Context: an optimization exercise on an open-source flow, tuned for small area, a short achievable clock period and few clock cycles per item. The choices shown serve that exercise and are no tape-out recipe.
At most, simulation tests tie the RTL to the original design; equivalence was not proved.
Power is estimated from default activity; no workload was simulated.

==> flow/design.v (excerpt) <==
module k2000_payload_codec (
    input  wire        clk,
    input  wire        rst,
    input  wire        cmd_valid,
    output wire        cmd_ready,
    input  wire        cmd_dir,       
    input  wire [3:0]  cmd_n,         
    input  wire [20:0] cmd_size,      
    input  wire        in_valid,
    output wire        in_ready,
    input  wire [7:0]  in_data,
    input  wire        in_last,
    output wire        out_valid,
    input  wire        out_ready,
    output wire [7:0]  out_data,
    output wire        out_last,
    output wire        done,
    output wire [2:0]  status,
    output wire [23:0] info_a,
    output wire [23:0] info_b
);
For scale: ~160 flip-flops, ~100 I/O pins, roughly 0.013 mm² of cells after synthesis.
clock: 10.0 ns
lec_check: 0
cap_margin: 20
core_margin: 2
core_utilization: 40
cts_buf_list: sky130_fd_sc_hd__clkbuf_4 sky130_fd_sc_hd__clkbuf_8
cts_cluster_size: 20
setup_slack_margin: 5
slew_margin: 20
standard.sh (not shown) runs the stock make flow with config.mk's settings and CLKGATE_MAP_FILE= SYNTH_SCRIPT=/design/flow/synth_recipe.tcl, a recipe that flattens the netlist after the stock synthesis.
==> flow/flow/run.sh <==
#!/bin/bash
# Standard ORFS layout (the standard.sh, its synthesis unchanged) with a
# tighter timing-repair target and buf_2 port buffers. The clock period and
# SDC are the standard flow's own (constraint.sdc).
set -euo pipefail
bash standard.sh \
  "SETUP_SLACK_MARGIN=6.3" \
  "BUFFER_PORTS_ARGS=-buffer_cell sky130_fd_sc_hd__buf_2" \
  finish > standard.log 2>&1
Next try:
==> flow/flow/run.sh (replaced) <==
#!/bin/bash
# Standard ORFS layout with a tighter timing-repair target and single-drive
# port buffers. The clock period and SDC are the standard flow's own (constraint.sdc).
set -euo pipefail
bash standard.sh \
  "SETUP_SLACK_MARGIN=6.3" \
  "BUFFER_PORTS_ARGS=-buffer_cell sky130_fd_sc_hd__buf_2" \
  finish > standard.log 2>&1
CTS_BUF_LIST = sky130_fd_sc_hd__clkbuf_8   (was sky130_fd_sc_hd__clkbuf_4 sky130_fd_sc_hd__clkbuf_8)
CTS_CLUSTER_DIAMETER = 25   (was unset)
CTS_CLUSTER_SIZE = unset   (was 20)
The new run produced a clean layout.
First-iteration DRC count is unchanged.
Final cell count is unchanged.
Final area does not change.
Core utilization stays the same.
Fmax is unchanged.
Worst hold slack stays the same.
Worst setup slack stays the same.
Next try:
==> flow/flow/run.sh (replaced) <==
#!/bin/bash
# Standard ORFS layout (the standard.sh, its synthesis unchanged) with a
# tighter timing-repair target and buf_1 port buffers. The clock period and
# SDC are the standard flow's own (constraint.sdc).
set -euo pipefail
bash standard.sh \
  "SETUP_SLACK_MARGIN=6.2" \
  "BUFFER_PORTS_ARGS=-buffer_cell sky130_fd_sc_hd__buf_1" \
  finish > standard.log 2>&1
CTS_BUF_LIST = sky130_fd_sc_hd__clkbuf_4 sky130_fd_sc_hd__clkbuf_8   (was sky130_fd_sc_hd__clkbuf_8)
CTS_CLUSTER_DIAMETER = unset   (was 25)
CTS_CLUSTER_SIZE = 20   (was unset)
- core utilization shrinks by 0.63 points
- critical path depth grows by 6
- sequential share of layout area grows by 0.34 points
- die area stays the same
- clock skew is about the same
- non-clock buffer count shrinks by 6
- total power grows by 0.41%
- hold slack stays flat
- wire length grows by 0.39%
- via count shrinks by 0.88%
- global-route usage is about the same
No run of this note included a check of the RTL's function; only the layout flow was run.

Another version of the RTL of k2000_payload_codec (not shown whole).
Size: about 1600 cells after synthesis, about 160 flip-flops, roughly 100 I/O pins, about 13000 um2 of cells after synthesis.
export LEC_CHECK = 0
export CAP_MARGIN = 20
export CORE_MARGIN = 2
export CORE_UTILIZATION = 40
export CTS_BUF_LIST = sky130_fd_sc_hd__clkbuf_4 sky130_fd_sc_hd__clkbuf_8
export CTS_CLUSTER_SIZE = 20
export SETUP_SLACK_MARGIN = 5
export SLEW_MARGIN = 20
create_clock -name core_clock -period 10.0 [get_ports {clk}]
==> flow/flow/run.sh <==
#!/bin/bash
# Standard ORFS layout (the standard.sh, its synthesis unchanged) with a
# tighter timing-repair target and buf_1 port buffers. The clock period and
# SDC are the standard flow's own (constraint.sdc).
set -euo pipefail
bash standard.sh \
  "SETUP_SLACK_MARGIN=6.45" \
  "BUFFER_PORTS_ARGS=-buffer_cell sky130_fd_sc_hd__buf_1" \
  finish > standard.log 2>&1
The starting point ran to the end with no violations.
Testbench counts at the start, summed over its fixed seeds: cycles 55,644, items 27,958.
Rerun with:
==> flow/flow/run.sh (replaced) <==
#!/bin/bash
# Standard ORFS layout with a tighter timing-repair target and single-drive
# port buffers. The clock period and SDC are the standard flow's own (constraint.sdc).
set -euo pipefail
bash standard.sh \
  "SETUP_SLACK_MARGIN=6.3" \
  "BUFFER_PORTS_ARGS=-buffer_cell sky130_fd_sc_hd__buf_2" \
  finish > standard.log 2>&1
- CORE_UTILIZATION: 40 -> 55
- CTS_BUF_LIST: sky130_fd_sc_hd__clkbuf_4 sky130_fd_sc_hd__clkbuf_8 -> sky130_fd_sc_hd__clkbuf_8
- CTS_CLUSTER_SIZE: 20 -> 12
Final area drops by about 4%.
Utilization went up by 16 points.
Clock-buffer cell count shrinks by 3.
Power goes down by about 3.5%.
Worst setup slack is worse by 0.12 ns.
Routed wire length came out lower by about 4%.
Maximum frequency came out lower by 3.1%.
Rerun with:
--- a/flow/flow/run.sh
+++ b/flow/flow/run.sh
@@ -6 +6 @@
-  "SETUP_SLACK_MARGIN=6.3" \
+  "SETUP_SLACK_MARGIN=6.6" \
- CORE_UTILIZATION: 55 -> 40
- CTS_BUF_LIST: sky130_fd_sc_hd__clkbuf_8 -> default
- CTS_CLUSTER_SIZE: 12 -> default
The new run finished with timing, DRC and antenna clean; total power went up by 10%; design area went up by 11%; maximum frequency went down by 0.83%; utilization went down by 13 points; global-route usage went down by 7.2 points; sequential cell count does not change; synthesized area is unchanged; sequential share of layout area went down by 2.8 points; die area went up by about 36%; via count went up by 2.4%; setup slack gets worse by 0.031 ns.

k2000_payload_codec, a different RTL version from the one above (not shown whole).
Size in the first run: ~1600 cells after synthesis, ~160 flip-flops.
clock: 10.0 ns
lec_check: 0
cap_margin: 20
core_margin: 2
core_utilization: 40
setup_slack_margin: 5
slew_margin: 20
==> flow/flow/run.sh <==
#!/bin/bash
# Standard ORFS layout with a tighter timing-repair target and single-drive
# port buffers. The clock period and SDC are the standard flow's own (constraint.sdc).
set -euo pipefail
bash standard.sh \
  "SETUP_SLACK_MARGIN=6.5" \
  "BUFFER_PORTS_ARGS=-buffer_cell sky130_fd_sc_hd__buf_2" \
  finish > standard.log 2>&1
Then changed:
==> flow/run.sh (new file) <==
#!/bin/bash
# synth_recipe.tcl (not shown) runs the flow's synth.tcl, then flattens the netlist and writes it again
# the make line also repeats each setting of config.mk as NAME=value (left out here)
make -C /OpenROAD-flow-scripts/flow DESIGN_CONFIG=/design/flow/config.mk WORK_HOME=/design/flow/orfs CLKGATE_MAP_FILE= SYNTH_SCRIPT=/design/flow/synth_recipe.tcl finish
removed: flow/flow/run.sh
removed: flow/standard.sh
Result: Total power drops by 0.72%. Clock skew hardly moves. Flip-flop and latch count does not change.
No functional check of the RTL was part of any run of this note.

k2000_payload_codec with an RTL version that a note above also has.
Size in the first run: roughly 160 flip-flops, ~100 I/O pins, about 13000 um2 of cells after synthesis.
==> flow/config.mk <==
export PLATFORM = sky130hd
export DESIGN_NAME = k2000_payload_codec
export DESIGN_NICKNAME = k2000_payload_codec
export VERILOG_FILES = /design/flow/design.v
export SDC_FILE = /design/flow/constraint.sdc
export NUM_CORES = 4
export LEC_CHECK = 0
export CAP_MARGIN = 20
export CORE_MARGIN = 2
export CORE_UTILIZATION = 40
export CTS_BUF_LIST = sky130_fd_sc_hd__clkbuf_4 sky130_fd_sc_hd__clkbuf_8
export CTS_CLUSTER_SIZE = 20
export SETUP_SLACK_MARGIN = 5
export SLEW_MARGIN = 20
==> flow/constraint.sdc <==
create_clock -name core_clock -period 10.0 [get_ports {clk}]
set_input_delay 2.0000 -clock core_clock [delete_from_list [all_inputs] [get_ports {clk}]]
set_output_delay 2.0000 -clock core_clock [all_outputs]
set_load 0.01 [all_outputs]
==> flow/flow/run.sh <==
#!/bin/bash
# Standard ORFS layout with a tighter timing-repair target and single-drive
# port buffers. The clock period and SDC are the standard flow's own (constraint.sdc).
set -euo pipefail
bash standard.sh \
  "SETUP_SLACK_MARGIN=6.3" \
  "BUFFER_PORTS_ARGS=-buffer_cell sky130_fd_sc_hd__buf_2" \
  finish > standard.log 2>&1
Testbench counts at the start, summed over its fixed seeds: cycles 55,644, items 27,958.
Next try:
==> flow/flow/run.sh (replaced) <==
#!/bin/bash
# Standard ORFS layout (the standard.sh, its synthesis unchanged) with a
# tighter timing-repair target and buf_1 port buffers. The clock period and
# SDC are the standard flow's own (constraint.sdc).
set -euo pipefail
bash standard.sh \
  "SETUP_SLACK_MARGIN=6.3" \
  "BUFFER_PORTS_ARGS=-buffer_cell sky130_fd_sc_hd__buf_1" \
  finish > standard.log 2>&1
--- a/flow/config.mk
+++ b/flow/config.mk
@@ -11,4 +11,5 @@
 export CTS_BUF_LIST = sky130_fd_sc_hd__clkbuf_4 sky130_fd_sc_hd__clkbuf_8
 export CTS_CLUSTER_SIZE = 20
+export PLACE_DENSITY = 0.8
 export SETUP_SLACK_MARGIN = 5
 export SLEW_MARGIN = 20
Outcome: Worst setup slack got worse by 0.037 ns; synthesized area is unchanged; global-route usage is lower by 1.5 points; hold slack improves by 0.019 ns; clock power is lower by 5.3%; power is lower by 2.3%; non-clock buffer count decreases by 12; utilization shrinks by 0.83 points; wire length decreases by 4.5%.
Next try:
==> flow/flow/run.sh (replaced) <==
#!/bin/bash
# Standard ORFS layout with a tighter timing-repair target and single-drive
# port buffers. The clock period and SDC are the standard flow's own (constraint.sdc).
set -euo pipefail
bash standard.sh \
  "SETUP_SLACK_MARGIN=6.3" \
  "BUFFER_PORTS_ARGS=-buffer_cell sky130_fd_sc_hd__buf_2" \
  finish > standard.log 2>&1
--- a/flow/config.mk
+++ b/flow/config.mk
@@ -9,7 +9,4 @@
 export CORE_MARGIN = 2
 export CORE_UTILIZATION = 40
-export CTS_BUF_LIST = sky130_fd_sc_hd__clkbuf_4 sky130_fd_sc_hd__clkbuf_8
-export CTS_CLUSTER_SIZE = 20
-export PLACE_DENSITY = 0.8
 export SETUP_SLACK_MARGIN = 5
 export SLEW_MARGIN = 20
After rerunning:
- wire length came out higher by a few percent
- core utilization came out higher by 1.8 points
- count of clock-buffer cells in the layout came out higher by 1
- sequential power barely changes
- global-route usage came out higher by 1.7 points
- design area came out higher by a few percent
- critical path depth came out lower by 3
- clock power came out higher by a quarter to a third
Next try:
--- a/flow/config.mk
+++ b/flow/config.mk
@@ -9,4 +9,6 @@
 export CORE_MARGIN = 2
 export CORE_UTILIZATION = 40
+export CTS_BUF_LIST = sky130_fd_sc_hd__clkbuf_8
+export CTS_CLUSTER_SIZE = 12
 export SETUP_SLACK_MARGIN = 5
 export SLEW_MARGIN = 20
After rerunning: Cell area came out lower by about 2%; routed wire length decreases by 1.2%; worst hold slack stays flat; first-iteration DRC count is higher by 13%; final cell count is about the same; power decreases by 6.2%.

k2000_payload_codec, a different RTL version from the one above (not shown whole).
For scale: roughly 160 flip-flops, roughly 100 I/O pins.
Settings: LEC_CHECK=0, ABC_CLOCK_PERIOD_IN_PS=3000, CAP_MARGIN=20, CORE_MARGIN=2, CORE_UTILIZATION=40, SETUP_SLACK_MARGIN=5, SLEW_MARGIN=20; clock period 10.0 ns.
run.sh (not shown) runs the stock make flow with config.mk's settings and CLKGATE_MAP_FILE= SYNTH_SCRIPT=/design/flow/synth_recipe.tcl, a recipe that flattens the netlist after the stock synthesis.
Stock flow here: none of the scripts above is used.
==> next run, changes <==
- CORE_UTILIZATION: 40 -> 60
Outcome: The changed run passed the timing, design-rule and antenna checks. Core utilization is higher by 24 points. Flip-flop and latch count does not change. Sequential power rises by about 0.5%. Worst hold slack hardly moves. Final cell count came out lower by 7.5%. Total power came out higher by 3.1%. Via count grows by 3.5%. Design area came out lower by 1.6%.
==> next run, changes <==
- ABC_CLOCK_PERIOD_IN_PS: 3000 -> not set
- CORE_UTILIZATION: 60 -> 40
- SETUP_SLACK_MARGIN: 5 -> not set
The new run produced a clean layout.
Worst setup slack is worse by 870 ps.
Final area shrinks by about 2.3%.
Non-clock buffer count shrinks by 45.
Routed wire length grows by about 2.3%.
Clock-buffer cell count grows by 1.
Die area grows by about 50%.
Function was not checked in any run of this note: the RTL went through the layout flow alone.

k2000_payload_codec, a different RTL version from the one above (not shown whole).
For scale: roughly 1700 cells after synthesis, roughly 160 flip-flops, ~100 I/O pins, about 13000 um^2 of cells after synthesis.
export LEC_CHECK = 0
export CAP_MARGIN = 20
export CORE_MARGIN = 2
export CORE_UTILIZATION = 40
export SETUP_SLACK_MARGIN = 5
export SLEW_MARGIN = 20
create_clock -name core_clock -period 10.0 [get_ports {clk}]
The baseline completed without violations.
Testbench counts at the start, summed over its fixed seeds: cycles 55,051, items 27,958.
==> next run, changes <==
==> flow/flow/run.sh (new file) <==
#!/bin/bash
# Standard ORFS layout with a tighter timing-repair target and single-drive
# port buffers. The clock period and SDC are the standard flow's own (constraint.sdc).
set -euo pipefail
bash standard.sh \
  "SETUP_SLACK_MARGIN=6.2" \
  "BUFFER_PORTS_ARGS=-buffer_cell sky130_fd_sc_hd__buf_2" \
  finish > standard.log 2>&1
==> flow/standard.sh (new file) <==
#!/bin/bash
# synth_recipe.tcl (not shown) runs the flow's synth.tcl, then flattens the netlist and writes it again
# the make line also repeats each setting of config.mk as NAME=value (left out here)
make -C /OpenROAD-flow-scripts/flow DESIGN_CONFIG=/design/flow/config.mk WORK_HOME=/design/flow/orfs CLKGATE_MAP_FILE= SYNTH_SCRIPT=/design/flow/synth_recipe.tcl "${@:-finish}"
removed: flow/run.sh
Effect:
- cell area came out higher by 4.6%
- clock-buffer cell count climbs by 3
- via count climbs by 2.1%
- worst hold slack improved by 7.2 ps
- utilization climbs by 2.2 points

Another version of the RTL of k2000_payload_codec (not shown whole).
For scale: roughly 1700 cells after synthesis, ~100 I/O pins, about 0.013 sq mm of cells after synthesis.
// k2000_payload_codec
module k2000_payload_codec (
    input  wire        clk,
    input  wire        rst,
    input  wire        cmd_valid,
    output wire        cmd_ready,
    input  wire        cmd_dir,       
    input  wire [3:0]  cmd_n,         
    input  wire [20:0] cmd_size,      
    input  wire        in_valid,
    output wire        in_ready,
    input  wire [7:0]  in_data,
    input  wire        in_last,
    output wire        out_valid,
    input  wire        out_ready,
    output wire [7:0]  out_data,
    output wire        out_last,
    output wire        done,
    output wire [2:0]  status,
    output wire [23:0] info_a,
    output wire [23:0] info_b
);
==> flow/config.mk <==
export PLATFORM = sky130hd
export DESIGN_NAME = k2000_payload_codec
export DESIGN_NICKNAME = k2000_payload_codec
export VERILOG_FILES = /design/flow/design.v
export SDC_FILE = /design/flow/constraint.sdc
export NUM_CORES = 4
export LEC_CHECK = 0
export CAP_MARGIN = 20
export CORE_MARGIN = 2
export CORE_UTILIZATION = 40
export SETUP_SLACK_MARGIN = 5
export SLEW_MARGIN = 20
==> flow/constraint.sdc <==
create_clock -name core_clock -period 10.0 [get_ports {clk}]
set_input_delay 2.0000 -clock core_clock [delete_from_list [all_inputs] [get_ports {clk}]]
set_output_delay 2.0000 -clock core_clock [all_outputs]
set_load 0.01 [all_outputs]
standard.sh (not shown) runs the stock make flow with config.mk's settings and CLKGATE_MAP_FILE= SYNTH_SCRIPT=/design/flow/synth_recipe.tcl, a recipe that flattens the netlist after the stock synthesis.
==> flow/flow/run.sh <==
#!/bin/bash
# Standard ORFS layout with a tighter timing-repair target and single-drive
# port buffers. The clock period and SDC are the standard flow's own (constraint.sdc).
set -euo pipefail
bash standard.sh \
  "SETUP_SLACK_MARGIN=6.8" \
  "BUFFER_PORTS_ARGS=-buffer_cell sky130_fd_sc_hd__buf_2" \
  finish > standard.log 2>&1
Then changed:
--- a/flow/flow/run.sh
+++ b/flow/flow/run.sh
@@ -5,3 +5,3 @@
 bash standard.sh \
-  "SETUP_SLACK_MARGIN=6.8" \
+  "SETUP_SLACK_MARGIN=6.4" \
   "BUFFER_PORTS_ARGS=-buffer_cell sky130_fd_sc_hd__buf_2" \
Cell count decreases by 5.0%.
Setup slack loses 0.077 ns.
Core utilization went down by 8.5 points.
Via count decreases by 6.7%.
Synthesized area stays the same.
Maximum frequency shrinks by about 2%.
Total power falls by 5.1%.
Worst hold slack got worse by 0.0067 ns.
Non-clock buffer count shrinks by 110.
No functional check of the RTL was part of any run of this note.

[static timing again, ports no longer ideal]
Ports are ideal in the flow. The routed layouts listed here were re-timed in OpenROAD. Step 1, drivers: a clkbuf_16 drives clk and a buf_2 each remaining input, both assumed. Step 2 times the ports against the registers' clock, not the clock port: input delays grow and output delays shrink by t, the midpoint of the rising clock arrivals with the driver on. Slacks: ideal / step 1 / step 2; pairs: ideal / step 1.
| run | t (ns) | setup WS [ns] | worst setup path after step 2 | worst slew at a driven data input, ns |
|---|---|---|---|---|
| the first run of note 1 | 0.550 | 6.137 / 6.137 / 5.871 | input to register | 0.08 |
| the second run of note 1 | 0.550 | 6.137 / 6.137 / 5.871 | input to register | 0.08 |
| the third run of note 1 | 0.532 | 6.061 / 6.061 / 5.708 | input to register | 0.08 |
| the first run of note 2 | 0.540 | 6.373 / 6.366 / 5.826 | input to register | 0.07 |
| the second run of note 2 | 0.516 | 6.256 / 6.276 / 5.760 | input to register | 0.05 |
| the third run of note 2 | 0.502 | 6.224 / 6.235 / 5.733 | input to register | 0.09 |
| the first run of note 3 | 0.515 | 5.093 / 5.093 / 5.093 | register to register | 0.07 |
| the second run of note 3 | 0.504 | 5.047 / 5.047 / 4.727 | input to register | 0.04 |
| the first run of note 4 | 0.548 | 6.294 / 6.307 / 5.759 | input to register | 0.07 |
| the second run of note 4 | 0.523 | 6.257 / 6.271 / 5.748 | input to register | 0.11 |
| the third run of note 4 | 0.506 | 6.333 / 6.342 / 5.839 | input to register | 0.07 |
| the fourth run of note 4 | 0.548 | 6.294 / 6.307 / 5.759 | input to register | 0.07 |
| the first run of note 5 | 0.504 | 5.082 / 5.082 / 4.760 | input to register | 0.03 |
| the second run of note 5 | 0.484 | 4.954 / 4.954 / 4.633 | input to register | 0.07 |
| the third run of note 5 | 0.505 | 4.081 / 4.081 / 3.918 | input to register | 0.06 |
| the first run of note 6 | 0.492 | 5.122 / 5.151 / 4.659 | input to register | 0.04 |
| the second run of note 6 | 0.496 | 5.936 / 5.936 / 5.591 | input to register | 0.06 |
| the first run of note 7 | 0.505 | 6.274 / 6.274 / 5.897 | input to register | 0.09 |
| the second run of note 7 | 0.489 | 6.197 / 6.197 / 5.926 | input to register | 0.09 |
After both steps setup and hold are still met in every run listed. For the first run of note 2, which loses most, drivers alone change the setup slack by -0.007 ns; drivers and shift together by -0.547 ns.
